Context: an optimization exercise on an open-source flow, tuned for small area and a short achievable clock period. The choices shown serve that exercise and are no tape-out recipe.
In this exercise RTL edits were held to simulation tests only and were not proved equivalent to the original.
No activity file was given, so power comes from the tool's default toggle rates.

Setup of nickel:
## lc2k_pipe
module lc2k_pipe (
    input  wire        clk,
    input  wire        rst,             
    output wire [15:0] imem_addr,
    input  wire [31:0] imem_rdata,
    output wire [15:0] dmem_addr,
    output wire [31:0] dmem_wdata,
    output wire        dmem_we,
    input  wire [31:0] dmem_rdata,
    input  wire [2:0]  dbg_sel,
    output wire [31:0] dbg_reg,
    output wire        halted,
    output wire        faulted,
    output wire [1:0]  fault_cause,
    output wire [31:0] fault_value,
    output wire [31:0] fault_instr,
    output wire [31:0] pc,
    output wire [31:0] cnt_cycles,
    output wire [31:0] cnt_fetched,
    output wire [31:0] cnt_retired,
    output wire [31:0] cnt_branches
);
Settings: LEC_CHECK=0, CAP_MARGIN=20, CORE_MARGIN=2, CORE_UTILIZATION=45, CTS_CLUSTER_DIAMETER=100, CTS_CLUSTER_SIZE=25, PLACE_DENSITY=0.6, SETUP_SLACK_MARGIN=1.4, SLEW_MARGIN=20; clock period 4.5 ns.
standard.sh (not shown) runs the stock make flow with config.mk's settings and CLKGATE_MAP_FILE= SYNTH_SCRIPT=/design/flow/synth_recipe.tcl, a recipe that flattens the netlist after the stock synthesis.
==> flow/flow/run.sh <==
#!/bin/bash
# Layout flow: the standard ORFS flow, with every port buffered by the
# smallest buffer (sky130_fd_sc_hd__buf_1) instead of ORFS's default choice.
# The resizer may still upsize these buffers where timing needs it.
set -euo pipefail
export BUFFER_PORTS_ARGS="-buffer_cell sky130_fd_sc_hd__buf_1"
bash standard.sh finish > standard_flow.log 2>&1
Modified inputs, sierra compared to nickel
- CORE_UTILIZATION now 55, was 45
- PLACE_DENSITY now 0.7, was 0.6
### Flow results
On setup slack, sierra does better than nickel. | layout clock buffer count | higher: nickel |. CTS clock-pin slew for the worst setup and hold paths delta (nickel -> sierra): insignificant. The placeable core region in nickel is 1.2 times that in sierra. Summary of sierra over nickel: cell area fell 1.3%; sequential share of layout area rose 0.68 points; overall via count from detail_route rose 169.
Edits applied to the flow inputs when going from sierra to harbor:
- swapping 55 for 65 in CORE_UTILIZATION
- swapping 0.7 for 0.8 in PLACE_DENSITY
- swapping 1.4 for 1.45 in SETUP_SLACK_MARGIN
--- outcome ---
Summary of harbor over sierra: final design utilization increased by 12 points relative to the old numbers; full die area shows a reduction of 8400 µm².
| post-placement setup slack | harbor vs sierra | 0.11 ns higher |
fcause_r[1]$_SDFFCE_PP1P_ as the critical path launch point was reported by sierra, and dbg_sel[2] by harbor.
Looking at harbor and sierra, the total power is a wash.
Relative to harbor, the following input files were edited for pepper:
- a change of SETUP_SLACK_MARGIN from 1.45 to 1.1
- a change of PLACE_DENSITY from 0.8 to 0.6
- a change of CORE_UTILIZATION from 65 to 45
### Flow results
Relative to harbor, the die area of pepper is higher by about 44%. [compare] base=harbor new=pepper: global-route wire length before repair saw an increase; number of buffers created by CTS saw an increase. Relative to harbor, switching share of power increased by 0.28 points in pepper. Comparing pepper and harbor, the higher fraction of final layout cells sized beyond drive strength 1 is on harbor. pepper vs harbor, final setup skew went up by 0.010 ns. In the reports for pepper and harbor, the larger slew at the pin closest to its max-slew limit belongs to pepper. pepper against harbor: routed wire length climbed 6.5%; power increased 0.21 mW; share of the final layout cell area in sequential cells moved up. Compared with harbor, pepper shows via count of the first global-routing pass that has gone down slightly.
[inputs] lagoon vs pepper
- SETUP_SLACK_MARGIN changed from 1.1 to 1.8
[summary]
lagoon vs pepper — total number of vias rose about 4%.
pepper → lagoon: floorplan die area barely changed, smallest setup slack after layout climbed 0.24 ns, clock network latency to the later pin of the worst-skew pair climbed 0.06 ns, wire length climbed 5.6%.
Routed wire length per instance in lagoon is 2.6% above pepper.
Clock-buffer cell count, lagoon and pepper: larger value in lagoon

========
The RTL this note starts from:
==> flow/design.v <==
module lc2k_pipe (
    input  wire        clk,
    input  wire        rst,             
    output wire [15:0] imem_addr,
    input  wire [31:0] imem_rdata,
    output wire [15:0] dmem_addr,
    output wire [31:0] dmem_wdata,
    output wire        dmem_we,
    input  wire [31:0] dmem_rdata,
    input  wire [2:0]  dbg_sel,
    output wire [31:0] dbg_reg,
    output wire        halted,
    output wire        faulted,
    output wire [1:0]  fault_cause,
    output wire [31:0] fault_value,
    output wire [31:0] fault_instr,
    output wire [31:0] pc,
    output wire [31:0] cnt_cycles,
    output wire [31:0] cnt_fetched,
    output wire [31:0] cnt_retired,
    output wire [31:0] cnt_branches
);
    localparam [2:0] OP_ADD  = 3'd0,
                     OP_NAND = 3'd1,
                     OP_LW   = 3'd2,
                     OP_SW   = 3'd3,
                     OP_BEQ  = 3'd4,
                     OP_HALT = 3'd6,
                     OP_NOOP = 3'd7;
    function automatic [7:0] dec8(input [2:0] s);
        dec8 = 8'd1 << s;
    endfunction
    function automatic [31:0] rd8(input [255:0] r, input [7:0] oh);
        integer k;
        begin
            rd8 = 32'd0;
            for (k = 0; k < 8; k = k + 1)
                rd8 = rd8 | (r[k*32 +: 32] & {32{oh[k]}});
        end
    endfunction
    function automatic [31:0] pinc(input [31:0] q, input c);
        reg [31:0] p;
        integer l, i;
        begin
            p = q;
            for (l = 0; l < 5; l = l + 1)
                for (i = 0; i < 32; i = i + 1)
                    if (((i >> l) & 1) == 1)
                        p[i] = p[i] & p[((i >> l) << l) - 1];
            pinc = q ^ ({p[30:0], 1'b1} & {32{c}});
        end
    endfunction
    reg [17:0]  pc_r;
    reg [255:0] rf;
    reg [2:0]  ifid_op;
    reg [23:0] ifid_f;
    reg [2:0]  idex_op;
    reg        idex_mem;                
    reg [23:0] idex_f;
    reg [31:0] idex_rega, idex_regb;
    reg [2:0]  exmem_op;
    reg [23:0] exmem_f;
    reg [15:0] exmem_alu;               
    reg        exmem_cy;                
    reg [15:0] exmem_hi;                
    reg [31:0] exmem_readreg;
    reg        exmem_doob;              
    reg [2:0]  memwb_op;
    reg [21:0] memwb_f;
    reg [31:0] memwb_data;
    reg        memwb_bad;               
    reg [31:0] cycles_r, retired_r, branches_r;
    reg [31:0] fetched_r;
    reg        halted_r, faulted_r;
    reg [1:0]  fcause_r;
    wire        if_valid = (imem_rdata[31:25] == 7'd0);
    wire [2:0]  if_raw   = imem_rdata[24:22];
    wire [2:0]  if_op    = (if_valid && if_raw != 3'd5) ? if_raw : OP_NOOP;
    wire [17:0] if_target = pc_r + 18'd1 + {{2{imem_rdata[15]}}, imem_rdata[15:0]};
    wire [17:0] if_x     = (if_op == OP_BEQ) ? if_target : {2'b00, imem_rdata[15:0]};
    wire        fetch_oob = (pc_r[17:16] != 2'd0);
    wire [31:0] pc_inc    = pinc({14'd0, pc_r}, 1'b1);
    wire [17:0] pc_next   = pc_inc[17:0];
    wire [2:0]  id_a = ifid_f[23:21];
    wire [2:0]  id_b = ifid_f[20:18];
    wire [31:0] dec_rega = rd8(rf, dec8(id_a));
    wire [31:0] dec_regb = rd8(rf, dec8(id_b));
    wire        ex_mem  = idex_mem;
    wire        ex_nand = (idex_op == OP_NAND);
    wire        ex_beq  = (idex_op == OP_BEQ);
    wire [31:0] ex_opb  = ex_mem ? {{16{idex_f[15]}}, idex_f[15:0]} : idex_rega;
    wire [16:0] ex_lo   = {1'b0, idex_regb[15:0]} + {1'b0, ex_opb[15:0]};
    wire        ex_cy   = ex_lo[16];
    wire [15:0] ex_nandv = ~(idex_rega[15:0] & idex_regb[15:0]);
    wire        ex_eq   = (idex_rega == idex_regb);
    wire [15:0] ex_opbh = ex_mem ? {16{idex_f[15]}} : idex_rega[31:16];
    wire [15:0] ex_sumh = idex_regb[31:16] + ex_opbh;
    wire [15:0] ex_hi   = ex_nand ? ~(idex_rega[31:16] & idex_regb[31:16]) : ex_sumh;
    wire [15:0] ex_alu;
    assign ex_alu[15:1] = ex_nand ? ex_nandv[15:1] : ex_lo[15:1];
    assign ex_alu[0]    = ex_nand ? ex_nandv[0] : ex_beq ? ex_eq : ex_lo[0];
    wire        hi_zero = (idex_regb[31:16] == 16'h0000);
    wire        hi_ones = (idex_regb[31:16] == 16'hffff);
    wire        hi_one  = (idex_regb[31:16] == 16'h0001);
    wire        ex_hi_ok = idex_f[15] ? (ex_cy ? hi_zero : hi_one)
                                      : (ex_cy ? hi_ones : hi_zero);
    wire        ex_doob = ex_mem && !ex_hi_ok;
    wire [31:0] mem_hinc = pinc({16'd0, exmem_hi}, exmem_cy);
    wire [31:0] mem_alu  = {mem_hinc[15:0], exmem_alu};
    wire mem_lw  = (exmem_op == OP_LW);
    wire mem_sw  = (exmem_op == OP_SW);
    wire br_taken = (exmem_op == OP_BEQ) && exmem_alu[0];
    wire mem_bad = ((exmem_op == OP_ADD) || (exmem_op == OP_NAND)) &&
                   (exmem_f[15:3] != 13'd0);
    wire [31:0] mem_data = (mem_lw && !exmem_doob) ? dmem_rdata : mem_alu;
    wire wb_alu  = (memwb_op == OP_ADD) || (memwb_op == OP_NAND);
    wire wb_lw   = (memwb_op == OP_LW);
    wire wb_halt = (memwb_op == OP_HALT);
    wire wb_retire = (memwb_op[2] == 1'b0) || (memwb_op == OP_BEQ);
    wire [2:0] wb_dest = wb_lw ? memwb_f[21:19] : memwb_f[2:0];
    wire wb_we   = wb_alu || wb_lw;
    wire running   = !halted_r && !faulted_r;
    wire halt_now  = running && wb_halt;
    wire any_fault = memwb_bad || exmem_doob || fetch_oob;
    wire commit    = running && !wb_halt && !any_fault;
    wire fault_now = running && !wb_halt && any_fault;
    wire memwb_en  = running && !wb_halt && !memwb_bad;
    wire halt_in_pipe = (ifid_op == OP_HALT) || (idex_op == OP_HALT) ||
                        (exmem_op == OP_HALT);
    wire [31:0] cycles_next = rst ? 32'd0 : pinc(cycles_r, commit);
    wire [31:0] wbus = rst ? 32'd0 : memwb_data;
    genvar g;
    generate
        for (g = 0; g < 8; g = g + 1) begin : gen_rf
            wire en = rst || (commit && wb_we && wb_dest == g);
            always @(posedge clk)
                if (en) rf[g*32 +: 32] <= wbus;
        end
    endgenerate
    always @(posedge clk) begin
        ifid_op    <= rst ? OP_NOOP : if_op;
        ifid_f     <= {imem_rdata[21:16], if_x};
        idex_op    <= rst ? OP_NOOP : ifid_op;
        idex_mem   <= !rst && (ifid_op == OP_LW || ifid_op == OP_SW);
        idex_f     <= ifid_f;
        idex_rega  <= dec_rega;
        idex_regb  <= dec_regb;
        exmem_op   <= rst ? OP_NOOP : idex_op;
        exmem_f    <= idex_f;
        exmem_alu  <= ex_alu;
        exmem_cy   <= ex_cy && !ex_nand;
        exmem_hi   <= ex_hi;
        exmem_readreg <= idex_rega;
        exmem_doob <= !rst && ex_doob;
        if (rst) begin
            memwb_op  <= OP_NOOP;
            memwb_bad <= 1'b0;
        end else if (memwb_en) begin
            memwb_op   <= exmem_op;
            memwb_f    <= {exmem_f[23:18], exmem_f[15:0]};
            memwb_data <= mem_data;
            memwb_bad  <= mem_bad;
        end
        if (rst || commit) begin
            pc_r <= rst ? 18'd0 : br_taken ? exmem_f[17:0] : pc_next;
        end
        cycles_r   <= cycles_next;
        if (rst || (commit && !halt_in_pipe))
            fetched_r <= cycles_next;
        retired_r  <= rst ? 32'd0 : pinc(retired_r, (commit && wb_retire) || halt_now);
        branches_r <= rst ? 32'd0 : pinc(branches_r, commit && br_taken);
        halted_r   <= !rst && (halted_r || halt_now);
        faulted_r  <= !rst && (faulted_r || fault_now);
        if (fault_now)
            fcause_r <= memwb_bad ? 2'd3 : exmem_doob ? 2'd2 : 2'd1;
    end
    assign imem_addr    = pc_r[15:0];
    assign dmem_addr    = exmem_alu[15:0];
    assign dmem_wdata   = exmem_readreg;
    assign dmem_we      = commit && mem_sw;
    assign dbg_reg      = rd8(rf, dec8(dbg_sel));
    assign halted       = halted_r;
    assign faulted      = faulted_r;
    assign fault_cause  = fcause_r;
    assign fault_value  = fcause_r[0] ? (fcause_r[1] ? {16'd0, memwb_f[15:0]}
                                                     : {{14{pc_r[17]}}, pc_r})
                                      : memwb_data;
    assign fault_instr  = (fcause_r == 2'd1) ? 32'd0 : {7'd0, memwb_op, memwb_f};
    assign pc           = {{14{pc_r[17]}}, pc_r};
    assign cnt_cycles   = cycles_r;
    assign cnt_fetched  = fetched_r;
    assign cnt_retired  = retired_r;
    assign cnt_branches = branches_r;
endmodule
Settings: LEC_CHECK=0, CAP_MARGIN=20, CORE_MARGIN=2, CORE_UTILIZATION=60, CTS_CLUSTER_DIAMETER=100, CTS_CLUSTER_SIZE=25, PLACE_DENSITY=0.75, SETUP_SLACK_MARGIN=1.4, SLEW_MARGIN=20; clock period 4.5 ns.
Scripts as last shown in full above: flow/flow/run.sh
Change:
--- a/flow/config.mk
+++ b/flow/config.mk
@@ -10 +10 @@
-export CORE_UTILIZATION = 60
+export CORE_UTILIZATION = 45
@@ -13,2 +13,2 @@
-export PLACE_DENSITY = 0.75
-export SETUP_SLACK_MARGIN = 1.4
+export PLACE_DENSITY = 0.6
+export SETUP_SLACK_MARGIN = 1.55
Fmax barely changes.
Clock-buffer cell count went up by 2.
Clock skew went up by 0.0051 ns.
Register-to-register slack gets better by 0.16 ns.
Via count increases slightly.
Core utilization went down by 15 points.
Wire length grows by roughly a tenth.
Setup slack got worse by 0.0047 ns.
Area after synthesis is unchanged.

==> afterwards: timing with drivers on the ports <==
How much do the figures lean on ideal ports? The routed layouts below were timed once more, with nothing changed but the port constraints. Step 1, drivers: a clkbuf_16 drives clk and a buf_2 each remaining input, both assumed. Step 2 times the ports against the registers' clock, not the clock port: input delays grow and output delays shrink by t, the midpoint of the rising clock arrivals with the driver on. Three values: no drivers, after step 1, after step 2; two values: the first two.
| run | t, ns | setup slack, ns | worst setup path at the end |
|---|---|---|---|
| nickel | 0.653 | 1.385 / 1.317 / 1.059 | input to register |
| sierra | 0.682 | 1.399 / 1.340 / 1.127 | input to register |
| harbor | 0.688 | 1.434 / 1.379 / 1.096 | input to register |
| pepper | 0.641 | 1.250 / 1.191 / 0.898 | input to register |
| lagoon | 0.697 | 1.490 / 1.434 / 1.280 | input to register |
| the first run of note 2 | 0.693 | 1.430 / 1.389 / 1.065 | input to register |
| the second run of note 2 | 0.645 | 1.425 / 1.364 / 1.154 | input to register |
After both steps setup and hold are still met in every run listed. The setup slack of the first run of note 2, which loses most, moves by -0.041 ns with the drivers and by -0.365 ns with both steps.
